Context: an optimization exercise on an open-source flow, tuned for small area, a short achievable clock period and few clock cycles per item. The choices shown serve that exercise and are no tape-out recipe. Only simulation tests tie the RTL to the original design; equivalence was not proved.

==> design/flow/design.v <==
module bme280_comp (
    input  wire         clk,
    input  wire         rst,         
    input  wire         cal_load,    
    input  wire [207:0] cal1,        
    input  wire [55:0]  cal2,        
    input  wire         start,       
    input  wire [63:0]  raw,         
    output wire         ready,
    output reg          done,
    output reg          err,
    output wire [31:0]  temp,
    output wire [31:0]  t_fine,
    output wire [31:0]  press,
    output wire [31:0]  hum
);
    localparam [4:0] S_IDLE = 5'd0,
                     S_P12  = 5'd1,
                     S_T1   = 5'd2,  S_T2 = 5'd3,  S_T3 = 5'd4,  S_T4 = 5'd5,
                     S_Y1   = 5'd6,  S_W  = 5'd7,  S_DA = 5'd8,  S_DB = 5'd9,
                     S_Y2   = 5'd10, S_M  = 5'd11, S_N  = 5'd12, S_FIX = 5'd13,
                     S_H2   = 5'd14, S_H3 = 5'd15, S_H4 = 5'd16, S_H5 = 5'd17,
                     S_H6   = 5'd18, S_H7 = 5'd19, S_H8 = 5'd20, S_H9 = 5'd21,
                     S_H10  = 5'd22, S_WT = 5'd23,
                     S_PP   = 5'd24, S_PT = 5'd25, S_PS = 5'd26,
                     S_PW   = 5'd27, S_PW1 = 5'd28, S_PW2 = 5'd29;
    reg [4:0] state;
    assign ready = (state == S_IDLE);
    reg        calv, pend;
    reg [15:0] T1, T2, T3;
    reg [15:0] P1, P3, P4, P5, P6, P7, P8, P9;
    reg [31:0] P12;       
    reg [7:0]  H1, H3, H6;
    reg [15:0] H2;
    reg [11:0] H4, H5;
    wire [15:0] T1_in = cal_load ? cal1[15:0]    : T1;
    wire [15:0] P4_in = cal_load ? cal1[111:96]  : P4;
    wire [11:0] H4_in = cal_load ? {cal2[31:24], cal2[35:32]} : H4;
    reg [17:0] DD;        
    reg [21:0] K;         
    reg [19:0] RH;        
    wire [19:0] rawp = {raw[7:0],   raw[15:8],  raw[23:20]};
    wire [19:0] rawt = {raw[31:24], raw[39:32], raw[47:44]};
    wire [15:0] rawh = {raw[55:48], raw[63:56]};
    wire [16:0] d_in  = {1'b0, rawt[19:4]} - {1'b0, T1_in};
    wire [21:0] k_in  = 22'd1048576 - {2'd0, rawp} - {{2{P4_in[15]}}, P4_in, 4'd0};
    wire [19:0] rh_in = {4'd0, rawh} + 20'd1 - {2'd0, H4_in, 6'd0};
    reg [63:0] R, S1, S2, Q;
    reg [22:0] X, HX;
    reg [30:0] D;
    reg [30:0] REM;
    reg [16:0] AH;
    reg [21:0] B1;
    reg [31:0] V;
    reg [4:0]  cnt;
    reg        divbusy, qneg, dz;
    reg  [63:0] mA, mC;
    reg  [23:0] mB;
    reg         mNeg;
    reg  [27:0] nar;      
    function [63:0] sx28; input [27:0] v; sx28 = {{36{v[27]}}, v}; endfunction
    wire [22:0] s1c = {{2{S1[31]}}, S1[31:11]} - 23'd128000;    
    wire [63:0] S1c = {{41{s1c[22]}}, s1c};
    always @(*) begin
        nar  = 28'd0;
        mA   = 64'd0;
        mB   = 24'd0;
        mC   = 64'd0;
        mNeg = 1'b0;
        case (state)
            S_P12: begin nar = {{12{P12[15]}}, P12[15:0]}; mA = sx28(nar); mB = {8'd0, P1}; end
            S_T1:  begin nar = {{12{T2[15]}}, T2}; mA = sx28(nar); mB = {{6{DD[17]}}, DD}; end
            S_T2:  begin nar = {{11{DD[17]}}, DD[17:1]}; mA = sx28(nar); mB = {{7{DD[17]}}, DD[17:1]}; end
            S_T3:  begin nar = {{12{T3[15]}}, T3}; mA = sx28(nar); mB = {{4{R[31]}}, R[31:12]}; end
            S_T4:  begin nar = 28'd1; mA = sx28(nar); mB = {{6{R[31]}}, R[31:14]}; mC = S1c; end
            S_Y1:  begin nar = {{12{P3[15]}}, P3}; mA = sx28(nar); mB = {X[22], X}; end
            S_W:   begin mA = S2; mB = {X[22], X}; end
            S_DA:  begin mA = {{8{R[63]}}, R[63:8]}; mB = {8'd0, P1}; mC = {1'b0, P1, 47'd0}; end
            S_DB:  begin mA = {{20{P12[31]}}, P12, 12'd0}; mB = {X[22], X}; mC = R; end
            S_Y2:  begin nar = {{12{P6[15]}}, P6}; mA = sx28(nar); mB = {X[22], X};
                         mC = {{31{P5[15]}}, P5, 17'd0}; end
            S_M:   begin mA = S2; mB = {X[22], X}; mNeg = 1'b1; mC = {{11{K[21]}}, K, 31'd0}; end
            S_N:   begin mA = R; mB = 24'd3125; mNeg = R[63]; end
            S_FIX: begin mA = R; mB = 24'd1; mNeg = 1'b1; end
            S_H2:  begin nar = {16'd0, H5}; mA = sx28(nar); mB = {HX[22], HX}; mNeg = 1'b1;
                         mC = {{30{RH[19]}}, RH, 14'd0}; end
            S_H3:  begin nar = {{20{H6[7]}}, H6}; mA = sx28(nar); mB = {HX[22], HX}; end
            S_H4:  begin nar = {20'd0, H3}; mA = sx28(nar); mB = {HX[22], HX}; end
            S_H5:  begin nar = {{6{B1[21]}}, B1}; mA = sx28(nar); mB = {{3{R[31]}}, R[31:11]};
                         mC = {{27{B1[21]}}, B1, 15'd0}; end
            S_H6:  begin nar = {{12{H2[15]}}, H2}; mA = sx28(nar); mB = {{2{R[31]}}, R[31:10]};
                         mC = {{27{H2[15]}}, H2, 21'd8192}; end
            S_H7:  begin nar = {{11{AH[16]}}, AH}; mA = sx28(nar); mB = {{6{R[31]}}, R[31:14]}; end
            S_H8:  begin nar = {{11{R[31]}}, R[31:15]}; mA = sx28(nar); mB = {{7{R[31]}}, R[31:15]}; end
            S_H9:  begin nar = {{3{R[31]}}, R[31:7]}; mA = sx28(nar); mB = {16'd0, H1}; end
            S_H10: begin nar = R[31:4]; mA = sx28(nar); mB = 24'd1; mNeg = 1'b1;
                         mC = {{32{V[31]}}, V}; end
            S_PP:  begin mA = Q; mB = 24'd1; mNeg = qneg; end
            S_PT:  begin mA = {{13{Q[63]}}, Q[63:13]}; mB = {{8{P9[15]}}, P9}; end
            S_PS:  begin mA = Q; mB = {4'd0, P8[15] ? 4'b0111 : 4'b1000, P8}; mC = {{17{P7[15]}}, P7, 31'd0}; end
            S_PW:  begin mA = S2;
                         if (pw_fit) mB = Q[36:13];
                         else        mB = {1'b0, Q[35:13]};
                   end
            S_PW1: begin mA = {S2[40:0], 23'd0}; mB = {1'b0, Q[58:36]}; mC = R; end
            S_PW2: begin mA = {S2[17:0], 46'd0}; mB = {{19{Q[63]}}, Q[63:59]}; mC = R; end
            default: ;
        endcase
    end
    wire pw_fit = (Q[63:36] == {28{Q[36]}});
    wire [63:0] pp [0:11];
    wire [11:0] bneg;
    wire [24:0] mBx = {mB, 1'b0};
    genvar j;
    generate
        for (j = 0; j < 12; j = j + 1) begin : g_booth
            wire b2 = mBx[2*j+2];
            wire b1 = mBx[2*j+1];
            wire b0 = mBx[2*j];
            wire one = b1 ^ b0;
            wire two = (b2 & ~b1 & ~b0) | (~b2 & b1 & b0);
            wire ng  = (b2 ^ mNeg) & (one | two);
            wire [64:0] mag = ({65{one}} & {1'b0, mA}) | ({65{two}} & {mA, 1'b0});
            wire [63:0] sel = mag[63:0] ^ {64{ng}};
            assign bneg[j] = ng;
            if (j == 0) begin : g0
                assign pp[j] = sel;
            end else begin : gn
                assign pp[j] = (sel << (2*j)) | ({63'd0, bneg[j-1]} << (2*j-2));
            end
        end
    endgenerate
    wire [63:0] corr = {41'd0, bneg[11], 22'd0};
    function [127:0] csa;
        input [63:0] a, b, c;
        begin
            csa[63:0]   = a ^ b ^ c;
            csa[127:64] = ((a & b) | (a & c) | (b & c)) << 1;
        end
    endfunction
    wire [127:0] l1a = csa(pp[0], pp[1], pp[2]);
    wire [127:0] l1b = csa(pp[3], pp[4], pp[5]);
    wire [127:0] l1c = csa(pp[6], pp[7], pp[8]);
    wire [127:0] l1d = csa(pp[9], pp[10], pp[11]);
    wire [127:0] l2a = csa(l1a[63:0], l1a[127:64], l1b[63:0]);
    wire [127:0] l2b = csa(l1b[127:64], l1c[63:0], l1c[127:64]);
    wire [127:0] l2c = csa(l1d[63:0], l1d[127:64], mC);
    wire [127:0] l3a = csa(l2a[63:0], l2a[127:64], l2b[63:0]);
    wire [127:0] l3b = csa(l2b[127:64], l2c[63:0], l2c[127:64]);
    wire [127:0] l4a = csa(l3a[63:0], l3a[127:64], l3b[63:0]);
    wire [127:0] l5a = csa(l4a[63:0], l4a[127:64], l3b[127:64]);
    wire [127:0] l6a = csa(l5a[63:0], l5a[127:64], corr);
    wire [63:0]  mac = l6a[63:0] + l6a[127:64];
    wire [32:0] dsub = D[30] ? {{2{1'b1}}, D} : {2'b11, ~D};    
    wire        dcin = ~D[30];
    reg  [30:0] rr;
    reg  [63:0] qq;
    reg  [32:0] tt;
    integer k;
    always @(*) begin
        rr = REM;
        qq = Q;
        for (k = 0; k < 4; k = k + 1) begin
            tt = {1'b0, rr, qq[63]} + dsub + {32'd0, dcin};
            if (!tt[32]) rr = tt[30:0];
            else         rr = {rr[29:0], qq[63]};
            qq = {qq[62:0], ~tt[32]};
        end
    end
    wire dbig = D[30] ? ~(D[29] & D[28]) : (D[29] | D[28]);    
    wire dzero = (D == 31'd0);
    wire [24:0] tf_o = {{2{X[22]}}, X} + 25'd128000;
    assign t_fine = {{7{tf_o[24]}}, tf_o};
    wire [26:0] t5 = {{4{X[22]}}, X} + {{2{X[22]}}, X, 2'b00} + 27'd640128;
    assign temp = {{13{t5[26]}}, t5[26:8]};
    wire [39:0] psum = S1[58:19] + {R[63], R[63:25]};
    assign press = dz ? 32'd0 : psum[39:8];
    assign hum = V[31] ? 32'd0 :
                 ($signed(V) > 32'sd419430400) ? 32'd102400 : {15'd0, V[28:12]};
    wire acc = start && (cal_load || calv);
    always @(posedge clk) begin
        if (state == S_IDLE) begin
            DD <= {d_in, rawt[3]};
            K  <= k_in;
            RH <= rh_in;
            if (cal_load) begin
                T1 <= cal1[15:0];
                T2 <= cal1[31:16];
                T3 <= cal1[47:32];
                P1 <= cal1[63:48];
                P12 <= {16'd0, cal1[79:64]};
                P3 <= cal1[95:80];
                P4 <= cal1[111:96];
                P5 <= cal1[127:112];
                P6 <= cal1[143:128];
                P7 <= cal1[159:144];
                P8 <= cal1[175:160];
                P9 <= cal1[191:176];
                H1 <= cal1[207:200];
                H2 <= cal2[15:0];
                H3 <= cal2[23:16];
                H4 <= {cal2[31:24], cal2[35:32]};
                H5 <= {cal2[47:40], cal2[39:36]};
                H6 <= cal2[55:48];
            end
        end
        R <= mac;
        case (state)
            S_P12: P12 <= mac[31:0];
            S_T1:  S1 <= mac;
            S_T4:  X  <= mac[22:0];
            S_Y1:  begin S2 <= mac; HX <= X + 23'd51200; end
            S_DB:  D  <= mac[63:33];
            S_Y2:  S2 <= mac;
            S_H2:  AH <= mac[31:15];
            S_H3:  B1 <= mac[31:10];
            S_H7:  V  <= mac[31:0];
            S_H10: V  <= mac[31:0];
            S_PT:  S2 <= mac;
            S_PS:  S1 <= mac;
            default: ;
        endcase
        if (state == S_N || state == S_FIX) begin
            if (dbig) begin
                Q   <= {mac[35:0], 28'd0};
                REM <= {3'd0, mac[63:36]};
                cnt <= 5'd9;
            end else begin
                Q   <= mac;
                REM <= 31'd0;
                cnt <= 5'd16;
            end
            if (state == S_N)
                qneg <= D[30] ^ R[63] ^ mac[63];
            else
                qneg <= D[30] ^ ((qneg ^ D[30]) | mac[63]);
        end else if (divbusy) begin
            Q   <= qq;
            REM <= rr;
            cnt <= cnt - 5'd1;
        end else if (state == S_PP) begin
            Q <= mac;
        end
        if (rst) begin
            state   <= S_IDLE;
            calv    <= 1'b0;
            pend    <= 1'b0;
            done    <= 1'b0;
            err     <= 1'b0;
            divbusy <= 1'b0;
        end else begin
            done <= 1'b0;
            case (state)
                S_IDLE: begin
                    if (cal_load) begin
                        calv <= 1'b1;
                        pend <= 1'b1;
                    end
                    if (start) begin
                        if (cal_load || calv) begin
                            state <= (cal_load || pend) ? S_P12 : S_T1;
                        end else begin
                            done <= 1'b1;        
                            err  <= 1'b1;
                        end
                    end
                end
                S_P12: begin pend <= 1'b0; state <= S_T1; end
                S_N: begin
                    dz <= dzero;
                    if (mac[63] && !dzero) state <= S_FIX;
                    else begin
                        state   <= S_H2;
                        divbusy <= !dzero;
                    end
                end
                S_FIX: begin
                    state   <= S_H2;
                    divbusy <= 1'b1;
                end
                S_H10: state <= (divbusy && cnt != 5'd1) ? S_WT : S_PP;
                S_WT:  if (cnt == 5'd1 || !divbusy) state <= S_PP;
                S_PW: begin
                    if (pw_fit) begin
                        state <= S_IDLE;
                        err   <= 1'b0;
                        done  <= 1'b1;
                    end else
                        state <= S_PW1;
                end
                S_PW1: state <= S_PW2;
                S_PW2: begin
                    state <= S_IDLE;
                    err   <= 1'b0;
                    done  <= 1'b1;
                end
                default: state <= state + 5'd1;
            endcase
            if (divbusy && state != S_N && state != S_FIX) begin
                if (cnt == 5'd1) divbusy <= 1'b0;
            end
        end
    end
endmodule
==> design/flow/run.sh <==
#!/bin/bash
# synth_recipe.tcl (not shown) runs the flow's synth.tcl, then flattens the netlist and writes it again
# the make line also repeats each setting of config.mk as NAME=value (left out here)
make -C /OpenROAD-flow-scripts/flow DESIGN_CONFIG=/design/flow/config.mk WORK_HOME=/design/flow/orfs CLKGATE_MAP_FILE= SYNTH_SCRIPT=/design/flow/synth_recipe.tcl finish
==> design/flow/config.mk <==
export PLATFORM = sky130hd
export DESIGN_NAME = bme280_comp
export DESIGN_NICKNAME = bme280_comp
export VERILOG_FILES = /design/flow/design.v
export SDC_FILE = /design/flow/constraint.sdc
export NUM_CORES = 4
export LEC_CHECK = 0
export CAP_MARGIN = 20
export CORE_MARGIN = 2
export CORE_UTILIZATION = 30
export PLACE_DENSITY = 0.5
export SLEW_MARGIN = 20
==> design/flow/constraint.sdc <==
create_clock -name core_clock -period 18.0 [get_ports {clk}]
set_input_delay 3.6000 -clock core_clock [delete_from_list [all_inputs] [get_ports {clk}]]
set_output_delay 3.6000 -clock core_clock [all_outputs]
set_load 0.01 [all_outputs]
==> out/results.tsv <==
metric	value	unit
Die ar.	0.2619	mm2
library cells used by synthesis	103	
buffer and inverter count on the worst path	5	
most frequent CP cell	sky130_fd_sc_hd__a21oi_1	
kind of end point of the critical path	flop	
Top Ports	463	
slowest CP cell	sky130_fd_sc_hd__nor4_1	
final WL	382.2	mm
fraction of synthesized cell area taken by the top area cell type	26.91	%
Die Ht	511.7	um
number of hold violations in the final report	0	
main combinational cell family by area after synthesis	adder cells	
Final ANT Viol Nets	0	
synthesized flop and latch total	767	
number of placement rows	186	
number of enable flip-flop cells after synthesis	693	
placed inst area	0.08664	mm2
initial core utilization	30.13	%
vias in the first global route	68270	
cell taking the most area after synthesis	sky130_fd_sc_hd__edfxtp_1	
clock skew	0.06956	ns
Util after Layout	34.98	%
area share of xor/xnor cells in the synthesized design	10.66	%
clock tree from TritonCTS	done	
1st-iter DRT viols	9487	
layout overhead on the synthesized area	16.10	%
number of antenna violations at the first check in global routing	52	
gp weighted congestion	0.9860	
portion of the clock cycle consumed by the worst path in the final layout	93.22	%
DRC violations left	0	
commonest cells after routing, fill and taps aside	795 x sky130_fd_sc_hd__inv_1, 693 x sky130_fd_sc_hd__edfxtp_1, 610 x sky130_fd_sc_hd__xnor2_1	
post-placement cell count	11500	
maximum root-to-sink buffer count	3	
final setup fails	0	
cell area after synthesis	0.07734	mm2
Worst Setup Start Kind	flop	
clock network latency to the later pin of the worst-skew pair	0.77	ns
Worst Path Required	18.49	ns
transition at the pin with the smallest max-transition slack	1.255	ns
synthesized-area fraction occupied by adder cells	21.99	%
share of flip-flops with an asynchronous set or reset	0	%
placement-stage worst setup slack	1.331	ns
multiplexer area fraction after synthesis	2.257	%
number of detailed-route iterations in the first pass	13	
via count	69220	
arrival time of the worst setup path	17.27	ns
post-synthesis compound-gate area fraction	20.00	%
area inside the core boundary	0.2567	mm2
post-route non-filler standard cell count	11700	
share of synthesized area occupied by flip-flops and latches	28.82	%
register clock-pin slew on the reported worst setup and hold paths	0.06	ns
CTS Root Cell	sky130_fd_sc_hd__clkbuf_16	
design area	0.08979	mm2
global-route wire length before repair	532.0	mm
CTS H-tree depth	3	
count of input and output buffers	428	
sum of overflow across all layers after global routing	0	
achievable frequency	59.59	MHz
synthesized area divided by synthesized cell count	9.650	um2
per-cell via count in the routed design	5.918	
number of inserted filler cells in the final layout	25940	
number of buffers created by CTS	89	
most frequently used flop master after synthesis	sky130_fd_sc_hd__edfxtp_1	
final number of max-transition violations	0	
maximum fanout count along the critical path	26	
count of yosys warnings during synthesis	1	
final setup margin	1.220	ns
Synth Instances	8014	
drt wl/cell	32.68	um
overall track demand over capacity in global routing	28.29	%
Total Nets Final	9561	
Setup TNS	0	ns
Max-Slew Margin vs Limit	16.26	%
minimum clock period after layout	16.78	ns
most common library cell in the layout ignoring fill and taps	sky130_fd_sc_hd__inv_1	
fraction of layout instances using a drive strength above 1	8.969	%
setup repair after global routing missed its margin	no	
post-synthesis simple-gate area fraction	9.019	%
number of resized instances in the post-cts repair step	0	
Post-CTS Hold Buffers	0	
MaxCap Viol Count	0	
largest net degree at the start of global routing	104	
result of the run	no timing/DRC/antenna violations	
critical path class	reg -> reg	
CTS Sinks	767	
Critical Path Max Stage Delay	0.86	ns
Die X	511.7	um
detailed-placement wirelength estimate	285.8	mm
HP Class	reg -> reg	
count of buffers added by post-CTS timing repair for setup	0	
leading post-synthesis cells by cell area	sky130_fd_sc_hd__edfxtp_1 27%, sky130_fd_sc_hd__fa_1 15%, sky130_fd_sc_hd__xnor2_1 7.3%	
cell family with most CP delay	compound AO/OA/AOI/OAI gates	
routing by layer:
metal / up-vias / share of wire [%] / track usage [%]
li1: 29180 / - / -
met1: 34380 / 39 / 35.87
met2: 4607 / 44 / 43.57
met3: 1013 / 10 / 6.732
met4: 36 / 6.9 / 17.07
met5: - / 0.060 / 0
registers in the layout, summed over array words and instances, names as in the netlist, 17 cells and up, named ones only:
| signal | count |
|---|---|
| DD | 18 |
| X | 23 |
| V | 32 |
| AH | 17 |
| REM | 31 |
| HX | 23 |
| R | 64 |
| S1 | 48 |
| D | 31 |
| RH | 19 |
| P12 | 32 |
| Q | 64 |
| S2 | 64 |
| K | 22 |
| B1 | 22 |
tightest hold or removal path, cell delays in order, from the launching register on:
cell                      delay (ns)
sky130_fd_sc_hd__dfxtp_1        0.34
sky130_fd_sc_hd__nor2_1         0.05
sky130_fd_sc_hd__nor2_1         0.07
cell type report:
cell class,instances,area (um2),share of cell area [%]
clock buffers,120,2487,2.770
repair buffers,706,6444,7.176
diodes,28,70.07,0.07803
flip-flops and latches,767,22300,24.83
multi-input cells,5840,50650,56.41
inverters,806,3025,3.369
well taps,3384,4234,4.716
clock inverters,45,579.3,0.6452
synthesized netlist by cell type (all sizes together) (184+ instances only):
| library cell | instances |
|---|---|
| a22oi | 212 |
| inv | 797 |
| clkbuf | 431 |
| a21oi | 380 |
| ha | 453 |
| o22ai | 501 |
| xor2 | 285 |
| edfxtp | 693 |
| buf | 184 |
| o21ai | 226 |
| nand2 | 528 |
| nor2 | 318 |
| fa | 566 |
| xnor2 | 649 |
cell families (layout without fill, tap and decap cells):
group,count (synthesis),in the layout
flip-flops,767,767
adder cells (fa/ha/maj),1020,1020
multiplexers,166,166
other,1,43
AND/OR/NAND/NOR,1447,1447
AO/OA/AOI/OAI,2256,2256
buffers and inverters,1421,1677
XOR/XNOR,936,936
per-stage QoR:
| stage | hold slack [ns] |
|---|---|
| floorplan | 0.4585 |
| global placement | 0.4698 |
| detailed placement | 0.4775 |
| CTS | 0.4916 |
| global route | 0.5299 |
| finish | 0.4884 |
path summary, 6_finish.rpt:
kind / to / slack [ns] / cells after the start / startpoint
setup / recovery: REM[1]$_DFFE_PP_ / 1.22 / 54 / D[30]$_DFFE_PN_
hold / removal: calv$_SDFFE_PP0P_ / 0.49 / 2 / calv$_SDFFE_PP0P_
hold reg to reg: calv$_SDFFE_PP0P_ / 0.49 / 2 / calv$_SDFFE_PP0P_
setup reg to reg: REM[1]$_DFFE_PP_ / 1.22 / 54 / D[30]$_DFFE_PN_
Testbench counts, summed over its fixed seeds: cycles 12,832, samples 512.

==> afterwards: timing with drivers on the ports <==
In the flow no input, the clock included, has a driving cell. The finished layout below was timed again as built, in two steps.
Step 1 sets driving cells, clkbuf_16 on the clock port and buf_2 on the other inputs (assumed; they add their load-dependent delay and slew).
Step 2 moves the port delays by t, midway between the first and last clock arrival at a register: inputs arrive t later, outputs are due t later. That takes back most of the time a late clock gives input paths.
a / b / c = ideal ports / drivers / drivers and shift; a / b = the first two.
t (ns): 0.828
setup slack, ns: 1.220 / 1.220 / 1.220
worst setup path at the end: register to register
clock arrival spread, ns: 0.069 / 0.070
worst data-port slew with drivers (ns): 0.09
After both steps setup and hold are still met in this run. The setup slack of this run moves by 0.000 ns with the drivers and by 0.000 ns with both steps.
